What follows belongs to an exercise in optimizing a design on an open flow for small area, a short achievable clock period and few clock cycles per item; a production flow would make more cautious choices.
The RTL was checked by simulation tests, not by an equivalence proof against the original design.

## flow/run.sh

```bash
#!/bin/bash
# synth_recipe.tcl (not shown) runs the flow's synth.tcl, then flattens the netlist and writes it again
# the make line also repeats each setting of config.mk as NAME=value (left out here)
make -C /OpenROAD-flow-scripts/flow DESIGN_CONFIG=/design/flow/config.mk WORK_HOME=/design/flow/orfs CLKGATE_MAP_FILE= SYNTH_SCRIPT=/design/flow/synth_recipe.tcl finish
```

## flow/config.mk

```make
export PLATFORM = sky130hd
export DESIGN_NAME = takum_unit
export DESIGN_NICKNAME = takum_unit
export VERILOG_FILES = /design/flow/design.v
export SDC_FILE = /design/flow/constraint.sdc
export NUM_CORES = 4
export LEC_CHECK = 0
export CAP_MARGIN = 20
export CORE_MARGIN = 2
export CORE_UTILIZATION = 40
export SLEW_MARGIN = 20
```

## flow/constraint.sdc

```tcl
create_clock -name core_clock -period 90.0 [get_ports {clk}]
set_input_delay 18.0000 -clock core_clock [delete_from_list [all_inputs] [get_ports {clk}]]
set_output_delay 18.0000 -clock core_clock [all_outputs]
set_load 0.01 [all_outputs]
```

## flow/design.v

```verilog
module takum_to_l (
    input  wire [15:0]        w,
    output wire               sign,
    output wire signed [20:0] l       
);
    wire [15:0] mag = w[15] ? (16'd0 - w) : w;
    wire        d   = mag[14];
    wire [2:0]  rr  = mag[13:11];
    wire [2:0]  r   = d ? rr : (3'd7 - rr);
    wire [10:0] low = mag[10:0];              
    reg signed [9:0] bias;
    always @(*) begin
        if (d) bias = (10'sd1 <<< rr) - 10'sd1;
        else   bias = 10'sd1 - (10'sd1 <<< (4'd8 - {1'b0, rr}));
    end
    wire [17:0] frac_part = {7'd0, low} << r;
    assign l    = ($signed({{11{bias[9]}}, bias}) <<< 11) + $signed({3'd0, frac_part});
    assign sign = w[15];
endmodule
module takum_from_l (
    input  wire               sign,
    input  wire signed [55:0] x,
    input  wire               sticky,
    output wire [15:0]        w
);
    localparam signed [55:0] XMIN = -56'sd255 * 56'sd4096;    
    localparam signed [55:0] XMAX = 56'sd4079 * 56'sd256;     
    reg signed [21:0] xc;
    reg               st;
    always @(*) begin
        if (x <= XMIN) begin
            xc = XMIN[21:0];
            st = 1'b0;
        end else if (x >= XMAX) begin
            xc = XMAX[21:0];
            st = 1'b0;
        end else begin
            xc = x[21:0];
            st = sticky;
        end
    end
    wire signed [9:0] c = xc[21:12];
    wire [11:0]       f = xc[11:0];
    wire [9:0] cpos = c[9] ? (10'd0 - c) : (c + 10'd1);
    reg  [2:0] lg;
    always @(*) begin
        casez (cpos[7:0])
            8'b1???????: lg = 3'd7;
            8'b01??????: lg = 3'd6;
            8'b001?????: lg = 3'd5;
            8'b0001????: lg = 3'd4;
            8'b00001???: lg = 3'd3;
            8'b000001??: lg = 3'd2;
            8'b0000001?: lg = 3'd1;
            default:     lg = 3'd0;
        endcase
    end
    wire       d  = ~c[9];
    wire [2:0] rr = d ? lg : (3'd7 - lg);
    wire [2:0] r  = lg;                        
    reg signed [9:0] bias;
    always @(*) begin
        if (d) bias = (10'sd1 <<< rr) - 10'sd1;
        else   bias = 10'sd1 - (10'sd1 <<< (4'd8 - {1'b0, rr}));
    end
    wire [9:0] cc  = c - bias;                 
    wire [6:0] cf  = cc[6:0];
    wire [18:0] cat      = {cf, f};
    wire [18:0] kept     = cat >> ({1'b0, r} + 4'd1);
    wire        rbit     = f[r];
    wire [11:0] lowmask  = (12'd1 << r) - 12'd1;
    wire        stk      = |(f & lowmask) | st;
    wire        rnd_up   = rbit & (stk | kept[0]);
    wire [15:0] body     = ({12'd0, d, rr} << 11) + {5'd0, kept[10:0]} + {15'd0, rnd_up};
    wire [15:0] body_s = (body > 16'h7FFF) ? 16'h7FFF : body;
    assign w = sign ? (16'd0 - body_s) : body_s;
endmodule
module takum_unit (
    input  wire        clk,
    input  wire        rst,
    input  wire        req_valid,
    output wire        req_ready,
    input  wire [3:0]  op,
    input  wire [15:0] a,
    input  wire [15:0] b,
    input  wire [31:0] k,
    input  wire        f_s,
    input  wire        f_d,
    input  wire [2:0]  f_r,
    input  wire [6:0]  f_c,
    input  wire [10:0] f_m,
    input  wire        l_sign,
    input  wire [20:0] l_in,
    output reg         resp_valid,
    output reg  [15:0] y,
    output reg  [1:0]  cls,
    output reg         g_s,
    output reg         g_d,
    output reg  [2:0]  g_r,
    output reg  [2:0]  g_rv,
    output reg  [5:0]  g_p,
    output reg  [6:0]  g_c,
    output reg  [10:0] g_m,
    output reg         l_sign_out,
    output reg  [20:0] l_out
);
    localparam [3:0] OP_FDEC  = 4'b0000;
    localparam [3:0] OP_FENC  = 4'b0001;
    localparam [3:0] OP_TOL   = 4'b0010;
    localparam [3:0] OP_FROML = 4'b0011;
    localparam [3:0] OP_MUL   = 4'b1000;
    localparam [3:0] OP_DIV   = 4'b1001;
    localparam [3:0] OP_INV   = 4'b1010;
    localparam [3:0] OP_IPOW  = 4'b1011;
    localparam [3:0] OP_SQRT  = 4'b1100;
    localparam [3:0] OP_ROOT  = 4'b1101;
    localparam [15:0] ZERO = 16'h0000;
    localparam [15:0] NAR  = 16'h8000;
    localparam [15:0] ONE  = 16'h4000;
    assign req_ready = 1'b1;
    reg        q_valid;
    reg [3:0]  q_op;
    reg [15:0] q_a, q_b;
    reg [31:0] q_k;
    reg        q_fs, q_fd;
    reg [2:0]  q_fr;
    reg [6:0]  q_fc;
    reg [10:0] q_fm;
    reg        q_lsign;
    reg [20:0] q_lin;
    always @(posedge clk) begin
        if (rst) begin
            q_valid <= 1'b0;
        end else begin
            q_valid <= req_valid;
        end
        if (req_valid) begin
            q_op    <= op;
            q_a     <= a;
            q_b     <= b;
            q_k     <= k;
            q_fs    <= f_s;
            q_fd    <= f_d;
            q_fr    <= f_r;
            q_fc    <= f_c;
            q_fm    <= f_m;
            q_lsign <= l_sign;
            q_lin   <= l_in;
        end
    end
    wire a_zero = (q_a == ZERO);
    wire a_nar  = (q_a == NAR);
    wire b_zero = (q_b == ZERO);
    wire b_nar  = (q_b == NAR);
    wire a_neg  = q_a[15] & ~a_nar;
    wire signed [31:0] ks = q_k;
    wire k_zero = (q_k == 32'd0);
    wire k_pos  = ~q_k[31] & ~k_zero;
    wire [2:0]  dec_r   = q_a[14] ? q_a[13:11] : (3'd7 - q_a[13:11]);
    wire [3:0]  dec_p   = 4'd11 - {1'b0, dec_r};
    wire [10:0] dec_c   = q_a[10:0] >> dec_p;
    wire [10:0] dec_m   = q_a[10:0] & ((11'd1 << dec_p) - 11'd1);
    wire [2:0]  enc_r   = q_fd ? q_fr : (3'd7 - q_fr);
    wire [3:0]  enc_p   = 4'd11 - {1'b0, enc_r};
    wire [6:0]  enc_c   = q_fc & ((7'd1 << enc_r) - 7'd1);
    wire [10:0] enc_m   = q_fm & ((11'd1 << enc_p) - 11'd1);
    wire [15:0] enc_w   = {q_fs, q_fd, q_fr, ({4'd0, enc_c} << enc_p) | enc_m};
    wire               sa, sb;
    wire signed [20:0] la, lb;
    takum_to_l u_tol_a (.w(q_a), .sign(sa), .l(la));
    takum_to_l u_tol_b (.w(q_b), .sign(sb), .l(lb));
    wire signed [21:0] l_sum  = la + lb;
    wire signed [21:0] l_diff = la - lb;
    wire signed [52:0] l_prod = la * ks;
    wire [20:0] la_abs  = la[20] ? (21'd0 - la) : la;
    wire [21:0] num     = {la_abs, 1'b0};
    wire [31:0] quo     = {10'd0, num} / q_k;
    wire [31:0] rem     = {10'd0, num} % q_k;
    wire        div_stk = (rem != 32'd0);
    wire signed [55:0] root_x = la[20] ? -($signed({24'd0, quo}) + $signed({55'd0, div_stk}))
                                        : $signed({24'd0, quo});
    reg               fl_sign;
    reg signed [55:0] fl_x;
    reg               fl_sticky;
    always @(*) begin
        fl_sign   = 1'b0;
        fl_x      = 56'sd0;
        fl_sticky = 1'b0;
        case (q_op)
            OP_FROML: begin
                fl_sign = q_lsign;
                fl_x    = $signed(q_lin) <<< 1;
            end
            OP_MUL: begin
                fl_sign = sa ^ sb;
                fl_x    = l_sum <<< 1;
            end
            OP_DIV: begin
                fl_sign = sa ^ sb;
                fl_x    = l_diff <<< 1;
            end
            OP_INV: begin
                fl_sign = sa;
                fl_x    = -(la <<< 1);
            end
            OP_IPOW: begin
                fl_sign = sa & q_k[0];
                fl_x    = l_prod <<< 1;
            end
            OP_SQRT: begin
                fl_sign = 1'b0;
                fl_x    = la;                   
            end
            OP_ROOT: begin
                fl_sign   = sa;
                fl_x      = root_x;
                fl_sticky = div_stk;
            end
            default: ;
        endcase
    end
    wire [15:0] fl_w;
    takum_from_l u_froml (.sign(fl_sign), .x(fl_x), .sticky(fl_sticky), .w(fl_w));
    reg [15:0] res_y;
    always @(*) begin
        case (q_op)
            OP_FENC:  res_y = enc_w;
            OP_FROML: res_y = fl_w;
            OP_MUL:   res_y = (a_nar | b_nar) ? NAR : (a_zero | b_zero) ? ZERO : fl_w;
            OP_DIV:   res_y = (a_nar | b_nar | b_zero) ? NAR : a_zero ? ZERO : fl_w;
            OP_INV:   res_y = (a_nar | a_zero) ? NAR : fl_w;
            OP_IPOW:  res_y = a_nar ? NAR : a_zero ? (k_pos ? ZERO : NAR) : k_zero ? ONE : fl_w;
            OP_SQRT:  res_y = (a_nar | a_neg) ? NAR : a_zero ? ZERO : fl_w;
            OP_ROOT:  res_y = (a_nar | ~k_pos) ? NAR : a_zero ? ZERO : (a_neg & ~q_k[0]) ? NAR : fl_w;
            default:  res_y = ZERO;
        endcase
    end
    wire [1:0] a_cls = a_nar ? 2'd2 : a_zero ? 2'd1 : 2'd0;
    always @(posedge clk) begin
        if (rst) begin
            resp_valid <= 1'b0;
        end else begin
            resp_valid <= q_valid;
        end
        y          <= res_y;
        cls        <= a_cls;
        g_s        <= q_a[15];
        g_d        <= q_a[14];
        g_r        <= q_a[13:11];
        g_rv       <= dec_r;
        g_p        <= {2'd0, dec_p};
        g_c        <= dec_c[6:0];
        g_m        <= dec_m;
        l_sign_out <= sa;
        l_out      <= la;
    end
endmodule
```

==> flow_summary.ini <==
[synthesis]
post-synth-top-count-cell = nand2_1
synth_seq_cells = 183
synth_warnings = 3
seq_area_frac_synth_pct = 6.642
syn_inst = 9592
syn_area_um2 = 72190
yosys.area.top_type = fa_1
synthTopCellsByArea = fa_1, ha_1, nand2_1
yosysUniqueCellTypes = 122
ys_async_sr_fraction_pct = 0
syn_area_per_cell_um2 = 7.526
synth-edff-count = 113
synth_common_cells = nand2_1, inv_1, nor2_1
synth_flop_cell = edfxtp_1
synth_top_area_share_pct = 18.69

[worst_setup_path]
start_kind = flip-flop
slowest_stage = o31ai_1
ff2ff_setup_slack_ps = 4810
crit_path_end_kind = flip-flop
critPathKind = reg2reg
crit_fanout = 27
cp.required_ps = 90390
cp_common_cell = ha_1
max_stage_delay_ps = 1000
r2r_end = y[14]
ff2ff_path_depth = 384
cp.arrival_ps = 85580
r2r-start = q_k[13]

[placed_design]
place_area_um2 = 78250
place_ws_ps = -436.8
portBuffers = 186
post-place-cells = 12079
hpwl_mm = 268.2
gp_congestion = 1.027

[clock_tree]
cts_tree = done
cts_root_buffer = clkbuf_16
ctsHoldBuffers = 0
clkTransAtPathRegs_ps = 90
clk_path_buf_depth = 2
cts_made_buffers = 17
htree_levels = 4
cts_sinks = 183
clk_latency_ps = 570

[timing]
slew_headroom_pct = 18.89
finClkSkew_ps = 37.92
fin_crit_sh_pct = 94.65
setup_violations = 0
fin_crit_ps = 85190
worst_slew_pin_slew_ps = 1204
fin_ws_ps = 4812
finalHoldViolCount = 0
tns_ps = 0
drv_slew = 0
fmax_ghz = 0.01174

[floorplan]
die-area_um2 = 183900
io-pin-count = 190
core_region_area_um2 = 178800
die_h_um = 428.8
rows = 155
fp.dieW_um = 428.8
initial_core_util_pct = 40.37

[worst_hold_path]
hp-class = reg2reg
holdPathEnd = g_r[2]
hp-start = q_a[13]
min_path_cells = 0

[drt]
ant_nets = 0
drt-total-wl_mm = 332.4
wl_per_cell_um = 27.35
dr.pass1.iters = 7
drc = 0
drtIter0Drc = 7567
vias = 74826
viasPerCell = 6.157

[final_layout]
drive_gt1_share_pct = 7.680
layout.nets = 11353
multiInputGateArea_um2 = 62830
fin_area_um2 = 79670
fin_cells = 12153
num-fill-cells = 18283
fin_util_pct = 44.56
seq_area_um2 = 4795
area_growth_pct = 10.37

[global_routing]
track_usage_pct = 35.27
grt_overflow = 0
grt_pass1_wl_mm = 489.3
antenna_found_initial = 10
grt_pass1_vias = 72988
grt_max_degree = 63

[status]
status = no timing/DRC/antenna violations

[flow_run]
drv_cap = 0
-- cells in the final DEF, fill, tap and decap left out, types with 186 or more instances in the layout --
| master | count |
|---|---|
| nand2_1 | 1254 |
| inv_1 | 921 |
| nor2_1 | 799 |
| ha_1 | 782 |
| fa_1 | 674 |
| a21oi_1 | 621 |
| o21ai_0 | 417 |
| buf_4 | 376 |
| xnor2_1 | 314 |
| nor3_1 | 241 |
| a21o_1 | 216 |
| xor2_1 | 208 |
| nand3_1 | 204 |
| o21a_1 | 192 |
| and2_1 | 186 |
-- cell families after synthesis --
kind of cell	after synthesis	synth area share, %
adder cells (fa/ha/maj)	1459	32.29
buffers and inverters	1374	7.330
AND/OR/NAND/NOR	3389	21.97
other	2	0.01040
AO/OA/AOI/OAI	2514	23.16
XOR/XNOR	534	6.521
flip-flops	183	6.642
multiplexers	137	2.071
-- worst max-delay path: cells and delay by family (launching register included) --
kind / cells / cell delay [ps]
AND/OR/NAND/NOR: 117 / 22560
buffers and inverters: 50 / 9680
flip-flops: 1 / 360
multiplexers: 3 / 720
adder cells (fa/ha/maj): 37 / 11270
XOR/XNOR: 6 / 1290
AO/OA/AOI/OAI: 171 / 38890
-- layer usage --
layer  GRT usage (%)  routed length [um]
met5               0                  68
met2           53.64              141600
met4           14.46               16080
met3           5.611               28420
met1           49.53              146200
-- registers in the layout, summed over array words and instances (netlist names), 2 cells and up --
register / count
q_k: 32
l_out: 21
q_lin: 21
q_a: 16
q_b: 16
y: 16
g_m: 11
q_fm: 11
g_c: 7
q_fc: 7
g_p: 4
q_op: 4
g_r: 3
q_fr: 3
cls: 2
g_rv: 2
-- per-stage QoR --
step	hold slack (ps)
after floorplan	342.7
after global placement	421.4
after detailed placement	427.8
after CTS	446.9
after global routing	459.8
final	445.9
-- cell type report --
type / count / area share (%)
Sequential cell: 183 / 6.018
Timing Repair inverter: 2 / 0.01256
Multi-Input combinational cell: 8046 / 78.86
Inverter: 953 / 4.513
Clock buffer: 17 / 0.5339
Clock inverter: 15 / 0.2356
Antenna cell: 6 / 0.01885
Timing Repair Buffer: 576 / 6.106
Tap cell: 2355 / 3.698
-- worst max path at each step --
stage                       start    end  slack [ps]
final                     q_k[13]  y[14]        4810
after global routing      q_k[13]  y[14]        -110
after CTS                 q_k[13]  y[14]          50
after detailed placement   q_k[3]  y[14]        -440
after global placement    q_k[24]  y[14]         -70
after floorplan            q_k[0]   y[8]        3870
-- what timing repair did --
item                       4_1_cts  5_1_grt
cloned                           0        2
setup buffers                    2       31
setup endpoints to repair       16       16
pin swaps                        0       12
resized for setup                7      132
Testbench counts, summed over its fixed seeds: cycles 24,016, items 24,000.

## what the ideal ports hide
The results above use ideal ports. As a check the final layout listed here was re-extracted and re-timed, cells and wires unchanged. Step 1 sets driving cells, clkbuf_16 on the clock port and buf_2 on the other inputs (assumed; they add their load-dependent delay and slew). Step 2 adds t to the input delays and takes it off the output delays; t is the mean of the earliest and latest rising clock arrival at the registers after step 1. Input paths then give back, and output paths get back, about the clock's delay inside the block. Three values: no drivers, after step 1, after step 2; two values: the first two.
t, ns: 0.621
setup slack, ns: 4.812 / 4.812 / 4.812
clock arrival spread, ns: 0.046 / 0.046
After both steps setup and hold are still met in this run. The setup slack of this run moves by 0.000 ns with the drivers and by 0.000 ns with both steps.
